Background: an optimization exercise with open tools, aiming at small area. Do not read the settings as production practice.
The RTL was checked by simulation tests, not by an equivalence proof against the original design.
Power and IR drop assume default switching activity.

`flow/design.v`:
```
module rseq_fmt (
    input  wire         en,
    input  wire         t,
    input  wire [3:0]   h,
    input  wire [3:0]   d,
    input  wire [3:0]   u,
    output wire [127:0] text,
    output wire [4:0]   len
);
    wire [79:0] full = {8'h7A, 8'h68, 8'h4D, 8'h20, 8'h30, 4'h3, u, 8'h2E, 4'h3, d, 4'h3, h, 8'h31};
    wire l10 = t;
    wire l9  = !t && h[3];
    wire [79:0] sel = l10 ? full : l9 ? {8'h00, full[79:16], 8'h38 | {7'd0, h[0]}} :
                      {16'h0000, full[79:16]};
    assign text = en ? {48'd0, sel} : 128'd0;
    assign len  = en ? (l10 ? 5'd10 : l9 ? 5'd9 : 5'd8) : 5'd0;
endmodule
module rseq (
    input  wire         clk,
    input  wire         rst,
    input  wire         cmd_valid,
    output wire         cmd_ready,
    input  wire [71:0]  cmd_word,
    output wire         rsp_valid,
    input  wire         rsp_ready,
    output wire [7:0]   rsp_status,
    output wire [31:0]  rsp_result,
    output wire [127:0] rsp_text,
    output wire [4:0]   rsp_text_len,
    output wire [7:0]   rsp_err_step,
    output wire [7:0]   rsp_err_addr,
    output wire [7:0]   rsp_err_kind,
    output wire [15:0]  o_frequency,
    output wire [3:0]   o_volume,
    output wire         o_bass,
    output wire         o_mute,
    output wire         o_softmute,
    output wire         o_mono,
    output wire         o_rds,
    output wire         o_tuned,
    output wire         o_band,
    output wire [5:0]   o_rssi,
    output wire [1:0]   o_life,
    output wire         o_busy,
    output wire         tx_valid,
    output reg  [1:0]   tx_kind,
    output wire [7:0]   tx_addr,
    output reg  [15:0]  tx_wdata,
    input  wire         tx_done,
    input  wire         tx_ok,
    input  wire [1:0]   tx_err,
    input  wire [31:0]  tx_rdata,
    input  wire         tick_ms
);
    localparam [3:0] C_INIT = 4'd0, C_TERM = 4'd1, C_SETFREQ = 4'd2, C_GETFREQ = 4'd3,
                     C_FMT = 4'd4, C_BASS = 4'd5, C_MONO = 4'd6, C_MUTE = 4'd7,
                     C_SMUTE = 4'd8, C_VOL = 4'd9, C_BAND = 4'd10, C_SEEKUP = 4'd11,
                     C_SEEKDN = 4'd12, C_SRESET = 4'd13, C_RSSI = 4'd14, C_INFO = 4'd15;
    localparam [2:0] S_IDLE = 3'b000, S_RESP = 3'b001, S_STEP = 3'b100, S_TX = 3'b110,
                     S_CNT = 3'b101, S_FMT = 3'b111;
    localparam [13:0] CNT_END = 14'd4355;
    reg [2:0]  st;
    reg [3:0]  cmd;
    reg [3:0]  pc;           
    reg [2:0]  sts;          
    reg [13:0] cnt;          
    reg        c_on, c_new, c_unmute, c_mono, c_bass, c_seekup, c_seek, c_reset;
    reg        chan_tuned;   
    reg [7:0]  chan_ch;      
    reg [10:0] m;            
    reg [3:0]  d_volume;
    reg        d_bass, d_mute, d_softmute, d_mono, d_rds, d_tuned, d_band;
    reg [5:0]  d_rssi;
    reg [1:0]  life;
    assign cmd_ready = !st[2] && !st[0];
    assign rsp_valid = !st[2] && st[0];
    assign o_busy    = st[2];
    assign tx_valid  = (st == S_TX);
    assign o_frequency = {m, 3'b000} + {m, 1'b0};
    assign o_volume    = d_volume;
    assign o_bass      = d_bass;
    assign o_mute      = d_mute;
    assign o_softmute  = d_softmute;
    assign o_mono      = d_mono;
    assign o_rds       = d_rds;
    assign o_tuned     = d_tuned;
    assign o_band      = d_band;
    assign o_rssi      = d_rssi;
    assign o_life      = life;
    wire [7:0]  op = cmd_word[71:64];
    wire [31:0] A  = cmd_word[63:32];
    wire [31:0] B  = cmd_word[31:0];
    wire a_top = (A[30:14] != 17'd0);
    wire a_mid = (A[13:4] != 10'd0);
    wire a_big4 = a_top || a_mid;                        
    wire a_hi_zero = !A[31] && !a_big4 && (A[3:1] == 3'd0);
    wire a_zero    = a_hi_zero && !A[0];
    wire b_big4 = (B[30:4] != 27'd0);
    wire b_zero = !B[31] && !b_big4 && (B[3:0] == 4'd0);
    reg [3:0] ncmd;
    reg       op_ok, arg_ok;
    always @(*) begin
        op_ok  = 1'b1;
        arg_ok = a_zero && b_zero;
        ncmd   = C_INIT;
        case (op)
            8'h01: begin ncmd = C_INIT;    arg_ok = 1'b1; end
            8'h02:       ncmd = C_TERM;
            8'h10: begin ncmd = C_SETFREQ; arg_ok = b_zero; end
            8'h11:       ncmd = C_GETFREQ;
            8'h12:       ncmd = C_FMT;
            8'h20: begin ncmd = C_BASS;    arg_ok = a_hi_zero && b_zero; end
            8'h21: begin ncmd = C_MONO;    arg_ok = a_hi_zero && b_zero; end
            8'h22: begin ncmd = C_MUTE;    arg_ok = a_hi_zero && b_zero; end
            8'h23: begin ncmd = C_SMUTE;   arg_ok = a_hi_zero && b_zero; end
            8'h24: begin ncmd = C_VOL;     arg_ok = b_zero; end
            8'h30: begin ncmd = C_BAND;    arg_ok = a_hi_zero && b_zero; end
            8'h31:       ncmd = C_SEEKUP;
            8'h32:       ncmd = C_SEEKDN;
            8'h40:       ncmd = C_SRESET;
            8'h41:       ncmd = C_RSSI;
            8'h42:       ncmd = C_INFO;
            default:     op_ok = 1'b0;
        endcase
    end
    wire is_init = (op == 8'h01);
    wire [2:0] pre = !op_ok                     ? 3'b100 :
                     !arg_ok                    ? 3'b101 :
                     (!is_init && life == 2'd0) ? 3'b110 :
                     (!is_init && life[1])      ? 3'b111 : 3'b000;
    wire go = !pre[2];
    wire [3:0] vol_a = A[31] ? 4'd0 : a_big4 ? 4'd15 : A[3:0];
    wire [3:0] vol_b = B[31] ? 4'd0 : b_big4 ? 4'd15 : B[3:0];
    wire [13:0] f_half = A[31] ? 14'd0 : a_top ? 14'h3FFF : {1'b0, A[13:1]};
    wire k_init = (cmd == C_INIT), k_term = (cmd == C_TERM), k_freq = (cmd == C_SETFREQ);
    wire k_seek = (cmd == C_SEEKUP) || (cmd == C_SEEKDN), k_srst = (cmd == C_SRESET);
    wire k_rseq1 = (cmd == C_GETFREQ) || (cmd == C_INFO);
    wire k_w2 = (cmd == C_BASS) || (cmd == C_MONO) || (cmd == C_MUTE);
    wire p1 = (pc == 4'd1), p2 = (pc == 4'd2), p3 = (pc == 4'd3), p4 = (pc == 4'd4),
         p5 = (pc == 4'd5), p6 = (pc == 4'd6), p7 = (pc == 4'd7), p8 = (pc == 4'd8),
         p9 = (pc == 4'd9);
    wire t_w2 = (k_init && (p1 || p3 || p4 || p5)) || (k_term && p2) || (k_freq && p1) ||
                (k_w2 && p1) || (k_seek && (p1 || p3)) || (k_srst && (p1 || p2));
    wire t_w3 = (k_init && p6) || (k_term && p3) || (k_freq && p2) || ((cmd == C_BAND) && p1);
    wire t_w4 = (k_term && p4) || ((cmd == C_SMUTE) && p1);
    wire t_w5 = (k_init && (p2 || p7 || p9)) || (k_term && (p1 || p5)) || (k_freq && p3) ||
                ((cmd == C_VOL) && p1);
    wire t_w6 = k_term && p6;
    wire t_w7 = k_term && p7;
    wire t_ridx = (cmd == C_RSSI) && p1;
    wire t_rseq = (k_init && p8) || (k_freq && p4) || (k_rseq1 && p1) || (k_seek && p2);
    wire t_none = !(t_w2 || t_w3 || t_w4 || t_w5 || t_w6 || t_w7 || t_ridx || t_rseq);
    wire [1:0] tk = t_none ? 2'd3 : t_rseq ? 2'd2 : t_ridx ? 2'd1 : 2'd0;
    wire [3:0] ta = t_w2 ? 4'h2 : t_w3 ? 4'h3 : t_w4 ? 4'h4 : t_w5 ? 4'h5 :
                    t_w6 ? 4'h6 : t_w7 ? 4'h7 : t_ridx ? 4'hB : 4'h0;
    wire div = (k_init && p6) || (k_freq && p2);
    wire [2:0] wt = ((k_init && p7) || (k_freq && p3)) ? 3'd1 :
                    ((k_init && p8) || (k_freq && p4)) ? 3'd2 :
                    (k_seek && p2)                     ? 3'd3 :
                    (k_srst && p2)                     ? 3'd4 : 3'd0;
    reg [13:0] wconst;
    always @(*) begin
        case (wt)
            3'd1:    wconst = 14'd5350;
            3'd2:    wconst = 14'd5850;
            3'd3:    wconst = 14'd9350;
            default: wconst = 14'd14350;
        endcase
    end
    always @(*) tx_kind = tk;
    assign tx_addr = {4'h0, ta};
    wire init1 = (cmd == C_INIT) && (pc == 4'd1);
    wire [15:0] ctrl_w = {c_on, c_unmute, c_mono, c_bass, 2'b00, c_seekup, c_seek,
                          4'b0000, c_on && !init1, c_new && !init1, c_reset || init1, c_on};
    wire [15:0] chan_w = {2'b00, chan_ch, 1'b0, chan_tuned, !chan_tuned && d_band, 3'b000};
    wire [15:0] r4_w   = {6'd0, d_softmute, 9'd0};
    wire [15:0] vol_w  = {12'h84D, ((cmd == C_INIT) && (pc != 4'd9)) ? 4'd1 : d_volume};
    always @(*) begin
        case (ta)
            4'h2:    tx_wdata = ctrl_w;
            4'h3:    tx_wdata = chan_w;
            4'h4:    tx_wdata = r4_w;
            4'h5:    tx_wdata = vol_w;
            default: tx_wdata = 16'h0000;
        endcase
    end
    wire [3:0] dd_u = (cnt[3:0]  >= 4'd5) ? cnt[3:0]  + 4'd3 : cnt[3:0];
    wire [3:0] dd_d = (cnt[7:4]  >= 4'd5) ? cnt[7:4]  + 4'd3 : cnt[7:4];
    wire [3:0] dd_h = (cnt[11:8] >= 4'd5) ? cnt[11:8] + 4'd3 : cnt[11:8];
    wire m_bit = m[4'd11 - pc];
    always @(posedge clk) begin
        if (rst) begin
            st         <= S_IDLE;
            m          <= 11'd0;
            d_volume   <= 4'd0;
            d_bass     <= 1'b0;
            d_mute     <= 1'b0;
            d_softmute <= 1'b0;
            d_mono     <= 1'b0;
            d_rds      <= 1'b0;
            d_tuned    <= 1'b0;
            d_band     <= 1'b1;
            d_rssi     <= 6'd0;
            life       <= 2'd0;
        end else begin
            case (st)
                S_IDLE: if (cmd_valid) begin
                    cmd <= ncmd;
                    pc  <= 4'd1;
                    sts <= pre;
                    cnt <= f_half;
                    if (!go)
                        st <= S_RESP;
                    else begin
                        st <= (ncmd == C_FMT) ? S_FMT : S_STEP;
                        case (ncmd)
                            C_INIT: begin
                                m          <= 11'd0;
                                d_volume   <= vol_b;
                                d_bass     <= 1'b0;
                                d_mute     <= 1'b0;
                                d_softmute <= 1'b0;
                                d_mono     <= 1'b0;
                                d_rds      <= 1'b0;
                                d_tuned    <= 1'b0;
                                d_band     <= 1'b1;
                                d_rssi     <= 6'd0;
                                life       <= 2'd0;
                                c_on       <= 1'b1;
                                c_new      <= 1'b1;
                                c_unmute   <= 1'b1;
                                c_mono     <= 1'b0;
                                c_bass     <= 1'b0;
                                c_seekup   <= 1'b0;
                                c_seek     <= 1'b0;
                                c_reset    <= 1'b0;
                            end
                            C_TERM:    d_volume <= 4'd0;
                            C_SETFREQ: begin c_on <= 1'b1; c_unmute <= 1'b1; end
                            C_BASS:    begin d_bass <= A[0]; c_bass <= A[0]; end
                            C_MONO:    begin d_mono <= A[0]; c_mono <= A[0]; c_seek <= 1'b0; end
                            C_MUTE:    begin d_mute <= A[0]; c_unmute <= !A[0]; end
                            C_SMUTE:   d_softmute <= A[0];
                            C_VOL:     d_volume <= vol_a;
                            C_BAND:    begin d_band <= A[0]; chan_tuned <= 1'b0; chan_ch <= 8'd0; end
                            C_SEEKUP:  begin c_seekup <= 1'b1; c_seek <= 1'b1; end
                            C_SEEKDN:  begin c_seekup <= 1'b0; c_seek <= 1'b1; end
                            C_SRESET:  c_reset <= 1'b1;
                            default: ;
                        endcase
                    end
                end
                S_STEP: begin
                    if (cmd == C_SRESET && pc == 4'd2) c_reset <= 1'b0;
                    if ((cmd == C_SEEKUP || cmd == C_SEEKDN) && pc == 4'd3) c_seek <= 1'b0;
                    if (cmd == C_INIT && pc == 4'd4) begin d_bass <= 1'b1; c_bass <= 1'b1; end
                    if (cmd == C_TERM && pc == 4'd2) begin
                        c_on <= 1'b0; c_new <= 1'b0; c_unmute <= 1'b0; c_mono <= 1'b0;
                        c_bass <= 1'b0; c_seekup <= 1'b0; c_seek <= 1'b0; c_reset <= 1'b0;
                    end
                    if (cmd == C_INIT && pc == 4'd5) d_rds <= 1'b1;
                    if (tk == 2'd3) begin
                        if (cmd == C_INIT) begin d_tuned <= 1'b1; life <= 2'd1; end
                        if (cmd == C_TERM) life <= 2'd2;
                        st <= S_RESP;
                    end else if (div) begin
                        chan_ch    <= 8'd0;
                        chan_tuned <= 1'b1;
                        st         <= S_CNT;
                    end else if (wt != 3'd0) begin
                        cnt <= wconst;
                        st  <= S_CNT;
                    end else
                        st <= S_TX;
                end
                S_CNT: begin
                    if (cnt < CNT_END || (div && chan_ch == 8'd210))
                        st <= S_TX;
                    else if (div || tick_ms) begin
                        cnt <= cnt - 14'd5;
                        if (div) chan_ch <= chan_ch + 8'd1;
                    end
                end
                S_TX: if (tx_done) begin
                    if (tx_ok) begin
                        if (tk == 2'd2) begin
                            if (cmd == C_INFO) begin
                                d_rds   <= tx_rdata[31];
                                d_rssi  <= tx_rdata[15:10];
                                d_tuned <= tx_rdata[8];
                                d_mono  <= c_mono;
                            end else
                                m <= 11'd870 + {1'b0, tx_rdata[25:16]};
                        end
                        if (tk == 2'd1) d_rssi <= tx_rdata[15:10];
                        pc <= pc + 4'd1;
                        st <= S_STEP;
                    end else begin
                        sts <= {1'b0, tx_err};
                        if (cmd == C_INIT && pc != 4'd9) d_volume <= 4'd0;
                        st <= S_RESP;
                    end
                end
                S_FMT: begin
                    cnt <= {1'b0, dd_h, dd_d, dd_u, m_bit};
                    pc  <= pc + 4'd1;
                    if (pc == 4'd11) st <= S_RESP;
                end
                S_RESP: if (rsp_ready) st <= S_IDLE;
                default: st <= S_IDLE;
            endcase
        end
    end
    wire ok    = (sts == 3'b000);
    wire txerr = !sts[2] && (sts[1] || sts[0]);
    assign rsp_status   = sts[2] ? {2'b00, sts[1], !sts[1], 3'b000, sts[0]} : {6'd0, sts[1:0]};
    assign rsp_err_kind = txerr ? {6'd0, sts[1:0]} : 8'd0;
    assign rsp_err_step = txerr ? {4'd0, pc} : 8'd0;
    assign rsp_err_addr = !txerr ? 8'd0 : (tk == 2'd2) ? 8'h0A : {4'h0, ta};
    assign rsp_result = !ok                ? 32'd0 :
                        (cmd == C_GETFREQ) ? {16'd0, o_frequency} :
                        (cmd == C_RSSI)    ? {26'd0, d_rssi} :
                        (cmd == C_INFO)    ? {21'd0, d_mono, d_tuned, d_rds, 2'b00, d_rssi} : 32'd0;
    rseq_fmt u_fmt (
        .en(ok && cmd == C_FMT), .t(cnt[12]), .h(cnt[11:8]), .d(cnt[7:4]), .u(cnt[3:0]),
        .text(rsp_text), .len(rsp_text_len)
    );
endmodule
```
`flow/flow/run.sh`:
```
#!/bin/bash
# The standard layout (standard.sh: ORFS from synthesis through finish), with
# these changes:
#  - synthesis is synth_recipe.tcl with an area-oriented ABC script
#    (flow/synth_area.tcl, flow/area.abc: resynthesis, then
#    &deepsyn for 20 s, then amap), and adders left to ABC instead of
#    being mapped to full and half adder cells first. Registers are mapped
#    before either step, exactly as in the standard synthesis;
#  - every input and output port still gets its own buffer, but a buf_1
#    instead of the buffer that buffer_ports picks by default;
#  - constant outputs share tie cells instead of one tie cell per load;
#  - clock tree synthesis uses clkbuf_8 buffers and adds no dummy loads.
# The make output goes to run.log in this folder; ORFS keeps each step's
# full tool log under orfs/logs/.
set -euo pipefail
here=$(pwd)
export FLOW_SYNTH_TCL=$here/synth_recipe.tcl
export BUFFER_PORTS_ARGS="-buffer_cell sky130_fd_sc_hd__buf_1"
export SKIP_REPAIR_TIE_FANOUT=1
export ADDER_MAP_FILE=
export CTS_ARGS="-sink_clustering_enable -repair_clock_nets -dont_use_dummy_load -root_buf sky130_fd_sc_hd__clkbuf_8 -buf_list sky130_fd_sc_hd__clkbuf_4"
sed "s#SYNTH_SCRIPT=[^ ]*#SYNTH_SCRIPT=$here/flow/synth_area.tcl#" standard.sh > standard_area.sh
grep -q "SYNTH_SCRIPT=$here/flow/synth_area.tcl" standard_area.sh
bash standard_area.sh finish > run.log 2>&1
```
`flow/flow/area.abc`:
```
strash
&get -n
&fraig -x
&put
scorr
dc2
dretime
strash
balance -l; resub -K 6 -l; rewrite -l; resub -K 6 -N 2 -l; refactor -l; resub -K 8 -l; balance -l; resub -K 8 -N 2 -l; rewrite -l; resub -K 10 -l; rewrite -z -l; resub -K 10 -N 2 -l; balance -l; resub -K 12 -l; refactor -z -l; resub -K 12 -N 2 -l; rewrite -z -l; balance -l
balance -l; resub -K 6 -l; rewrite -l; resub -K 6 -N 2 -l; refactor -l; resub -K 8 -l; balance -l; resub -K 8 -N 2 -l; rewrite -l; resub -K 10 -l; rewrite -z -l; resub -K 10 -N 2 -l; balance -l; resub -K 12 -l; refactor -z -l; resub -K 12 -N 2 -l; rewrite -z -l; balance -l
&get -n
&deepsyn -T 20
&put
dch -f
amap -F 10 -A 10 -C 5000
topo
```
`flow/flow/synth_area.tcl`:
```
# The standard flow's synthesis script (synth_recipe.tcl: ORFS synthesis without the fsm and
# share passes, flattened, function nets renamed), with one change: ABC maps the
# logic with an area-oriented script (area.abc beside this file) instead of
# ORFS's speed script. Registers are mapped before ABC runs, so they come out
# as in the standard synthesis.
set area_abc_script [file join [file dirname [info script]] area.abc]
proc abc {args} {
  set i [lsearch -exact $args -script]
  if {$i >= 0} {
    set args [lreplace $args $i [expr {$i + 1}]]
  }
  set i [lsearch -exact $args -D]
  if {$i >= 0} {
    set args [lreplace $args $i [expr {$i + 1}]]
  }
  yosys abc -script $::area_abc_script {*}$args
}
source $::env(FLOW_SYNTH_TCL)
```
`flow/standard.sh`:
```
#!/bin/bash
# synth_recipe.tcl (not shown) runs the flow's synth.tcl, then flattens the netlist and writes it again
# the make line also repeats each setting of config.mk as NAME=value (left out here)
make -C /OpenROAD-flow-scripts/flow DESIGN_CONFIG=/design/flow/config.mk WORK_HOME=/design/flow/orfs CLKGATE_MAP_FILE= SYNTH_SCRIPT=/design/flow/synth_recipe.tcl "${@:-finish}"
```
`flow/config.mk`:
```
export PLATFORM = sky130hd
export DESIGN_NAME = rseq
export DESIGN_NICKNAME = rseq
export VERILOG_FILES = /design/flow/design.v
export SDC_FILE = /design/flow/constraint.sdc
export NUM_CORES = 4
export LEC_CHECK = 0
export CAP_MARGIN = 0
export CORE_MARGIN = 2
export CORE_UTILIZATION = 40
export PLACE_DENSITY = 0.6
export SLEW_MARGIN = 0
```
`flow/constraint.sdc`:
```
create_clock -name core_clock -period 12.0 [get_ports {clk}]
set_input_delay 2.4000 -clock core_clock [delete_from_list [all_inputs] [get_ports {clk}]]
set_output_delay 2.4000 -clock core_clock [all_outputs]
set_load 0.01 [all_outputs]
```
==> results.tsv <==
stage	metric	value	unit
status	outcome	finished clean	
place	Final HPWL DP	17200	um
synthesis	compound-cell area share of the yosys netlist	24.7	%
synthesis	Post-synth EDFFs	42	
global_routing	initial antenna violation count	0	
clock_tree	clock sinks	75	
route	DR DRC count	0	
global_routing	vias in the first global route	5847	
sta	Final Hold Viols	0	
synthesis	Area contributors post-synth	edfxtp_1, buf_4, dfxtp_1	
setup_path	worst endpoint data arrival time	4.65	ns
route	vias per inst	5.39	
clock_tree	cts repair resizes	0	
place	IO Port Bufs	246	
sta	skew final	0.0161	ns
route	final WL	21200	um
place	Placer Congestion	0.953	
clock_tree	CTS tree	built	
flow_run	Max Cap Viol	0	
setup_path	worst endpoint required time	9.60	ns
synthesis	largest family of logic cells by synthesized area	buffers and inverters	
route	Wirelength per Cell	17.1	um
setup_path	critical path peak fanout	7	
sta	setup_tns	0	ns
sta	Fmax	142	MHz
clock_tree	Skew-Pair Late Insertion Delay	0.35	ns
route	top routing layer used	met4	
route	Post-Route M1 WL	8960	um
setup_path	CP max stage delay	0.75	ns
clock_tree	Clock Tree Root	clkbuf_8	
clock_tree	post-CTS setup buffer count	0	
synthesis	multiplexer share of the synthesized area	0	%
setup_path	critical setup path kind	reg2out	
pwr	Power Dens Cells	79.2	nW/um2
sta	RSZ-0062 raised after global routing	no	
clock_tree	Post-CTS Hold Buffers	0	
finish	share of cells above drive strength 1	1.47	%
sta	Slew Limit Fails	0	
synthesis	sequential share of the synthesized area	29.8	%
setup_path	CP max-delay cell	nor4_1	
global_routing	GR Overflow Total	0	
place	dpl cells	1226	
clock_tree	Clock Path Buffers	2	
clock_tree	Clock H-tree levels	3	
synthesis	Post-Synth Adder-Cell Area	0	%
synthesis	Simple-Gate Fraction of Synth Area	19.2	%
pwr	Leak Pwr	2.03	nW
pwr	maximum vdd drop	0.0556	mV
setup_path	critical-path cell list	clkinv_1, nor2_1, clkinv_1, nor2_1, o21ai_0, o21ai_0, nor2_1, clkinv_1, or2_0, nor2_1, clkinv_1, o21ai_0, or4_1, nor4_1, or2_0, buf_1	
route	WL met3	1820	um
route	Detailed Routing Iterations Pass 1	5	
die	CORE AREA	15800	um2
global_routing	largest net degree at the start of global routing	115	
die	DIE AREA	17200	um2
sta	Slew Limit Headroom	17.7	%
sta	Slew @ Worst Pin	1.22	ns
global_routing	first-pass GRT wire length	31200	um
synthesis	share of flip-flops with an asynchronous set or reset	0	%
synthesis	Syn Std Cell Area	6460	um2
die	# IOs	375	
synthesis	Synth area leader	edfxtp_1	
finish	final net count	1134	
die	DIE WIDTH	131	um
clock_tree	clock-pin slew on the worst setup and hold paths	0.08	ns
sta	Finish-stage setup viols	0	
setup_path	Setup crit start kind	flop	
die	Initial Util	40.8	%
sta	final worst path period need	7.05	ns
synthesis	count of cell types in the netlist	46	
synthesis	synthesized instance count	912	
global_routing	gr usage total	23.7	%
clock_tree	total CTS buffers	9	
synthesis	area fraction of the dominant cell type after synthesis	19.5	%
synthesis	Mean Syn Cell Area	7.08	um2
route	via count	6660	
synthesis	Top FF cell, synth	edfxtp_1	
route	initial detailed-routing violation count	590	
finish	Core Util, Final	42.2	%
synthesis	Yosys reg bits	75	
route	met2 wire len	9900	um
synthesis	YS warnings	1	
die	row count	46	
finish	final std cells w/o fill	1235	
route	post-route ant nets	0	
synthesis	post-synthesis xor/xnor area fraction	0	%
finish	Layout area overhead	3.35	%
sta	Final period util	58.8	%
synthesis	syn_nets	1025	
finish	Antenna diodes	0	
setup_path	Setup crit end kind	primary output	
die	Die Y	131	um
min_path	path type of the worst min-delay path	reg2reg	
setup_path	reg2reg setup slack	6.92	ns
routing by layer:
metal | vias to the layer above | track usage (%)
met5 | - | 0
met4 | 0 | 6.26
met3 | 27 | 4.18
met2 | 332 | 38.8
met1 | 3046 | 32.5
li1 | 3255 | -
cell usage after synthesis (all sizes together), types with 2 or more instances:
cell,number
or4,2
a22oi,7
buf,153
edfxtp,42
nor3,25
nand3b,2
o211ai,2
o2111ai,3
nand2,38
o221ai,8
dfxtp,33
nor2b,5
o311a,2
o21ai,67
nand4,7
o21a,8
o31ai,2
nand3,15
nor2,157
nor4,14
a211oi,8
o22ai,46
o21bai,2
a31oi,5
a21oi,59
clkinv,148
a2111oi,2
or2,6
a221oi,13
a41oi,2
o311ai,2
o32ai,3
or3,4
a21o,2
o22a,2
nor4b,3
a22o,2
a222oi,4
through the flow:
stage / hold slack [ns] / area (um2) / worst slack (ns) / total power, W
6_report: 0.485 / 6680 / 4.95 / 0.000529
5_1_grt: 0.505 / 6680 / 4.72 / 0.000553
4_1_cts: 0.487 / 6680 / 5.04 / 0.000528
3_5_place_dp: 0.475 / 6550 / 5.23 / 0.000375
3_3_place_gp: 0.472 / 6550 / 5.26 / 0.000375
2_1_floorplan: 0.481 / 6460 / 5.85 / 0.000368
kinds of logic (layout without fill, tap and decap cells):
kind of cell / Yosys count / in the layout
buffers and inverters: 301 / 408
AND/OR/NAND/NOR: 281 / 281
AO/OA/AOI/OAI: 254 / 254
flip-flops: 75 / 75
other: 1 / 1
state kept, by name, indices dropped and copies added (netlist names), 2 cells and up:
name / cells
cnt: 14
m: 11
chan_ch: 8
d_rssi: 6
cmd: 4
d_volume: 4
pc: 4
st: 3
sts: 3
life: 2
worst paths after layout:
path | start | end | cells after the start
max | pc[1] | tx_kind[0] | 16
min | d_rssi[2] | d_rssi[2] | 2
max reg2reg | pc[1] | chan_ch[3] | 18
min reg2reg | d_rssi[2] | d_rssi[2] | 2
critical path: cells and delay by family, from the launching register on:
kind                   cells  cell delay, ns
AO/OA/AOI/OAI              3            0.41
buffers and inverters      5            0.79
flip-flops                 1            0.41
AND/OR/NAND/NOR            8            2.69
power breakdown:
part	internal [W]	switching, W	total [W]
Sequential	0.000275	0.00000537	0.000280
Clock	0.0000672	0.0000903	0.000158
Combinational	0.0000248	0.0000662	0.0000910
area by class of cell:
cell class / instances / area, um2
flip-flops and latches: 75 / 1920
well taps: 216 / 270
fillers: 1757 / 9150
inverters: 148 / 556
multi-input cells: 536 / 2840
clock buffers: 9 / 124
repair buffers: 251 / 961
layout by cell type (no fill, tap or decap), types with 3 or more instances in the layout:
cell type / count
buf_1: 246
nor2_1: 157
clkinv_1: 148
o21ai_0: 67
a21oi_1: 59
o22ai_1: 46
edfxtp_1: 42
nand2_1: 38
dfxtp_1: 33
nor3_1: 25
nand3_1: 15
a221oi_1: 13
nor4_1: 13
clkbuf_8: 9
o221ai_1: 8
o21a_1: 8
a211oi_1: 8
a22oi_1: 7
nand4_1: 7
or2_0: 6
nor2b_1: 5
a31oi_1: 5
buf_4: 5
or3_1: 4
a222oi_1: 4
nor4b_1: 3
o32ai_1: 3
o2111ai_1: 3

[static timing again, ports no longer ideal]
The flow's constraints put no driver on any port. The routed layout listed below was extracted and timed again, unchanged, in two steps.
Step 1 sets driving cells, clkbuf_16 on the clock port and buf_2 on the other inputs (assumed; they add their load-dependent delay and slew).
Step 2 moves the port delays by t, midway between the first and last clock arrival at a register: inputs arrive t later, outputs are due t later. That takes back most of the time a late clock gives input paths.
a / b / c = ideal ports / drivers / drivers and shift; a / b = the first two.
shift t [ns]: 0.379
setup slack, ns: 4.946 / 4.914 / 5.174
worst hold slack (ns): 0.485 / 0.485 / 0.485
worst setup path after step 2: input to register
clock arrival spread, ns: 0.016 / 0.017
After both steps setup and hold are still met in this run. The setup slack of this run moves by -0.032 ns with the drivers and by +0.228 ns with both steps.
